This design comes from an exercise in tuning for small area, a short achievable clock period and few clock cycles on the open sky130 flow, not from production work.
At most, simulation tests tie the RTL to the original design; equivalence was not proved.
Power is estimated from default activity; no workload was simulated.

## montctx32
module montctx32 (
    input  wire        clk,
    input  wire        rst,       
    input  wire        start,     
    input  wire [1:0]  variant,
    input  wire [31:0] n,
    output wire        ready,
    output reg         done,
    output wire [3:0]  status,
    output wire [31:0] ninv,
    output reg  [31:0] rmodn,
    output wire [31:0] r2modn
);
Size in the first run: roughly 1200 cells after synthesis, ~140 flip-flops, about 140 I/O pins.
clock: 5.0 ns
lec_check: 0
cap_margin: 20
core_margin: 2
core_utilization: 40
slew_margin: 20
run.sh (not shown) runs the stock make flow with config.mk's settings and CLKGATE_MAP_FILE= SYNTH_SCRIPT=/design/flow/synth_recipe.tcl, a recipe that flattens the netlist after the stock synthesis.
The starting point went through all stages and came out clean.
==> next run, changes <==
Settings changed: ABC_CLOCK_PERIOD_IN_PS set to 2500, SETUP_SLACK_MARGIN set to 2.2.
After rerunning:
- power increases by 18%
- die area stays the same
- setup slack is better by 810 ps
- first-iteration DRC count increases by 30%
- clock power stays flat
- critical path depth increases by 2
- maximum frequency increases by 27%
- hold slack is about the same
- synthesized cell count does not change
No functional check of the RTL was part of any run of this note.

* * *

montctx32, a different RTL version from the one above (not shown whole).
Size: about 16000 um2 of cells after synthesis.
Settings: LEC_CHECK=0, CAP_MARGIN=20, CORE_MARGIN=2, CORE_UTILIZATION=40, SETUP_SLACK_MARGIN=2.8, SLEW_MARGIN=20, TNS_END_PERCENT=0; clock period 5.0 ns.
The baseline completed with no timing, DRC or antenna violations.
Testbench counts at the start, summed over its fixed seeds: cycles 41,451.
Next try:
SETUP_SLACK_MARGIN = 2.4   (was 2.8)
Total power is unchanged.
Setup slack does not change.
Hold slack does not change.
Global-route usage is unchanged.
Sequential cell count is unchanged.
Clock-buffer cell count stays the same.
Sequential share of layout area stays the same.

* * *

montctx32, a different RTL version from the one above (not shown whole).
Size: ~1,500 cells after synthesis, ~210 flip-flops, roughly 140 I/O pins, roughly 15,000 sq um of cells after synthesis.
## montctx32
module montctx32 (
    input  wire        clk,
    input  wire        rst,       
    input  wire        start,     
    input  wire [1:0]  variant,
    input  wire [31:0] n,
    output wire        ready,
    output reg         done,
    output wire [3:0]  status,
    output wire [31:0] ninv,
    output reg  [31:0] rmodn,
    output wire [31:0] r2modn
);
Settings: LEC_CHECK=0, CAP_MARGIN=20, CORE_MARGIN=2, CORE_UTILIZATION=40, SETUP_SLACK_MARGIN=2.4, SLEW_MARGIN=20, TNS_END_PERCENT=0; clock period 5.0 ns.
The baseline passed the timing, design-rule and antenna checks.
Change:
CORE_UTILIZATION = 55   (was 40)
Result: The new run finished clean; power drops by 0.37%; combinational power stays flat; setup slack is worse by 0.068 ns; hold slack got worse by 0.0087 ns; global-route usage grows by 7.5 points.
Function was not checked in any run of this note: the RTL went through the layout flow alone.

* * *

The RTL this note starts from:
==> flow/design.v <==
module montctx32 (
    input  wire        clk,
    input  wire        rst,       
    input  wire        start,     
    input  wire [1:0]  variant,
    input  wire [31:0] n,
    output wire        ready,
    output reg         done,
    output wire [3:0]  status,
    output wire [31:0] ninv,
    output reg  [31:0] rmodn,
    output wire [31:0] r2modn
);
    localparam [1:0] S_IDLE  = 2'd0,
                     S_SETUP = 2'd1,
                     S_RUN   = 2'd2;
    reg [1:0]  state;
    reg        ready_q;
    reg [4:0]  cnt;
    reg [31:0] n_q;
    reg [33:0] n3_q;      
    reg [1:0]  v_q;
    reg [1:0]  st_q;      
    reg        st0_q;     
    reg [31:0] r_q;       
    reg [31:0] z_q;       
    reg [31:0] c_q;       
    reg        cin_q;     
    assign ready  = ready_q;
    assign status = {1'b0, st_q, st0_q};
    assign ninv   = z_q;
    assign r2modn = r_q;
    wire accept = start & ready_q;
    reg [31:0] maxmod;
    always @(*) begin
        case (v_q)
            2'd0: maxmod = 32'hFFFF_FFFF;
            2'd1: maxmod = 32'h7FFF_FFFF;
            2'd2: maxmod = 32'h3FFF_FFFF;
            default: maxmod = 32'h2AAA_AAA9;
        endcase
    end
    wire is_even  = ~n_q[0];
    wire is_one   = (n_q == 32'd1);
    wire is_range = (n_q > maxmod);
    wire bad      = is_even | is_one | is_range;
    wire [31:0] smear;
    genvar g;
    generate
        for (g = 0; g < 32; g = g + 1) begin : g_smear
            assign smear[g] = |n_q[31:g];
        end
    endgenerate
    wire [31:0] msb = smear & ~{1'b0, smear[31:1]};   
    wire l_even = |(msb & 32'hAAAA_AAAA);
    wire [31:0] r_init = l_even ? ((~n_q + 32'd1) & smear) : msb;
    reg  [4:0]  half;                                
    integer k;
    always @(*) begin
        half = 5'd0;
        for (k = 1; k < 32; k = k + 2)
            if (n_q[k]) half = (k + 1) >> 1;
            else if (n_q[k-1]) half = (k - 1) >> 1;
    end
    wire [33:0] r4  = {r_q, 2'b00};
    wire [34:0] c1  = {1'b0, r4} - {3'b0, n_q};
    wire [34:0] c2  = {1'b0, r4} - {2'b0, n_q, 1'b0};
    wire [34:0] c3  = {1'b0, r4} - {1'b0, n3_q};
    wire [31:0] r_next = !c3[34] ? c3[31:0] :
                         !c2[34] ? c2[31:0] :
                         !c1[34] ? c1[31:0] : r4[31:0];
    wire [1:0]  t_lo = z_q[1:0] + c_q[1:0] + {1'b0, cin_q};
    wire        d0 = t_lo[0];
    wire        d1 = t_lo[1] ^ (t_lo[0] & n_q[1]);
    wire [31:0] dn = d1 ? (d0 ? n3_q[31:0] : {n_q[30:0], 1'b0})
                        : (d0 ? n_q : 32'd0);
    wire [31:0] fa_s = z_q ^ c_q ^ ~dn;
    wire [31:0] fa_c = (z_q & c_q) | (z_q & ~dn) | (c_q & ~dn);
    wire [32:0] cy   = {fa_c, cin_q};                 
    wire [2:0]  lo_sum = {1'b0, fa_s[1:0]} + {1'b0, cy[1:0]} + 3'd1;
    wire        cin_nx = lo_sum[2];
    wire [31:0] tmask;                   
    generate
        for (g = 0; g < 30; g = g + 1) begin : g_mask
            assign tmask[g] = ({cnt[3:0], 1'b0} <= 5'd29 - g);
        end
    endgenerate
    assign tmask[31:30] = 2'b00;
    wire [31:0] z_next = {d1, d0, (tmask[29:0] & fa_s[31:2]) | (~tmask[29:0] & z_q[31:2])};
    wire [31:0] c_next = {2'b00, tmask[29:0] & cy[31:2]};
    always @(posedge clk) begin
        done <= 1'b0;
        n3_q <= {2'b0, n_q} + {1'b0, n_q, 1'b0};
        case (state)
            S_SETUP: begin
                r_q   <= r_init;
                z_q   <= 32'd1;
                c_q   <= 32'd0;
                cin_q <= 1'b0;
                cnt   <= half;
                st_q  <= {bad, ~is_even & ~is_one & is_range};
                st0_q <= ~is_even & is_one;
                if (bad) begin
                    done  <= 1'b1;
                    state <= S_IDLE;
                end else begin
                    state <= S_RUN;
                end
            end
            S_RUN: begin
                r_q <= r_next;
                z_q   <= (cnt == 5'd15) ? 32'd1 : z_next;
                c_q   <= (cnt == 5'd15) ? 32'd0 : c_next;
                cin_q <= (cnt != 5'd15) & cin_nx;
                cnt <= cnt + 5'd1;
                if (cnt == 5'd16)
                    rmodn <= r_q;
                if (cnt == 5'd31) begin
                    done  <= 1'b1;
                    state <= accept ? S_SETUP : S_IDLE;
                end
            end
            default: begin
                r_q   <= r_next;
                z_q   <= z_next;
                c_q   <= c_next;
                cin_q <= cin_nx;
                if (accept)
                    state <= S_SETUP;
            end
        endcase
        if (accept) begin
            n_q <= n;
            v_q <= variant;
        end
        ready_q <= 1'b0;
        if ((state == S_IDLE & ~accept) | (state == S_SETUP & bad) |
            (state == S_RUN & cnt == 5'd31 & ~accept) |
            (state == S_RUN & cnt == 5'd30))
            ready_q <= 1'b1;
        if (rst) begin
            state   <= S_IDLE;
            done    <= 1'b0;
            ready_q <= 1'b1;
        end
    end
endmodule
Settings: LEC_CHECK=0, CAP_MARGIN=20, CORE_MARGIN=2, CORE_UTILIZATION=60, SETUP_SLACK_MARGIN=2.0, SLEW_MARGIN=20; clock period 5.0 ns.
Testbench counts at the start, summed over its fixed seeds: cycles 40,553.
Edit:
- CORE_UTILIZATION: 60 -> 40
Outcome: Via count drops by 5.5%; setup slack improves by 0.011 ns; worst hold slack degrades by 0.019 ns; clock-buffer cell count drops by 7; first-iteration DRC count drops by 32%.

-- static timing again, ports no longer ideal --
The flow's constraints put no driver on any port. The routed layouts listed below were extracted and timed again, unchanged, in two steps. Step 1 (the two cells are an assumption about what drives the block):
set clk [get_ports {clk}]
set_driving_cell -lib_cell sky130_fd_sc_hd__clkbuf_16 $clk
set_driving_cell -lib_cell sky130_fd_sc_hd__buf_2 [delete_from_list [all_inputs] $clk]
Step 2 moves the port delays by t, midway between the first and last clock arrival at a register: inputs arrive t later, outputs are due t later. That takes back most of the time a late clock gives input paths. Three values: ideal ports, drivers, drivers and shift; two values: the first two.
run | t, ns | slack for setup (ns) | slew at the worst register clock pin (ns)
the first run of note 1 | 0.479 | 1.194 / 1.194 / 1.194 | 0.06 / 0.06
the second run of note 1 | 0.477 | 2.000 / 2.000 / 2.000 | 0.06 / 0.06
the first run of note 2 | 0.589 | 1.957 / 1.957 / 1.957 | 0.07 / 0.07
the second run of note 2 | 0.589 | 1.957 / 1.957 / 1.957 | 0.07 / 0.07
the first run of note 3 | 0.595 | 1.634 / 1.634 / 1.634 | 0.06 / 0.06
the second run of note 3 | 0.570 | 1.565 / 1.565 / 1.565 | 0.06 / 0.06
the first run of note 4 | 0.611 | 1.767 / 1.767 / 1.767 | 0.07 / 0.07
the second run of note 4 | 0.621 | 1.778 / 1.778 / 1.778 | 0.06 / 0.06
After both steps setup and hold are still met in every run listed.
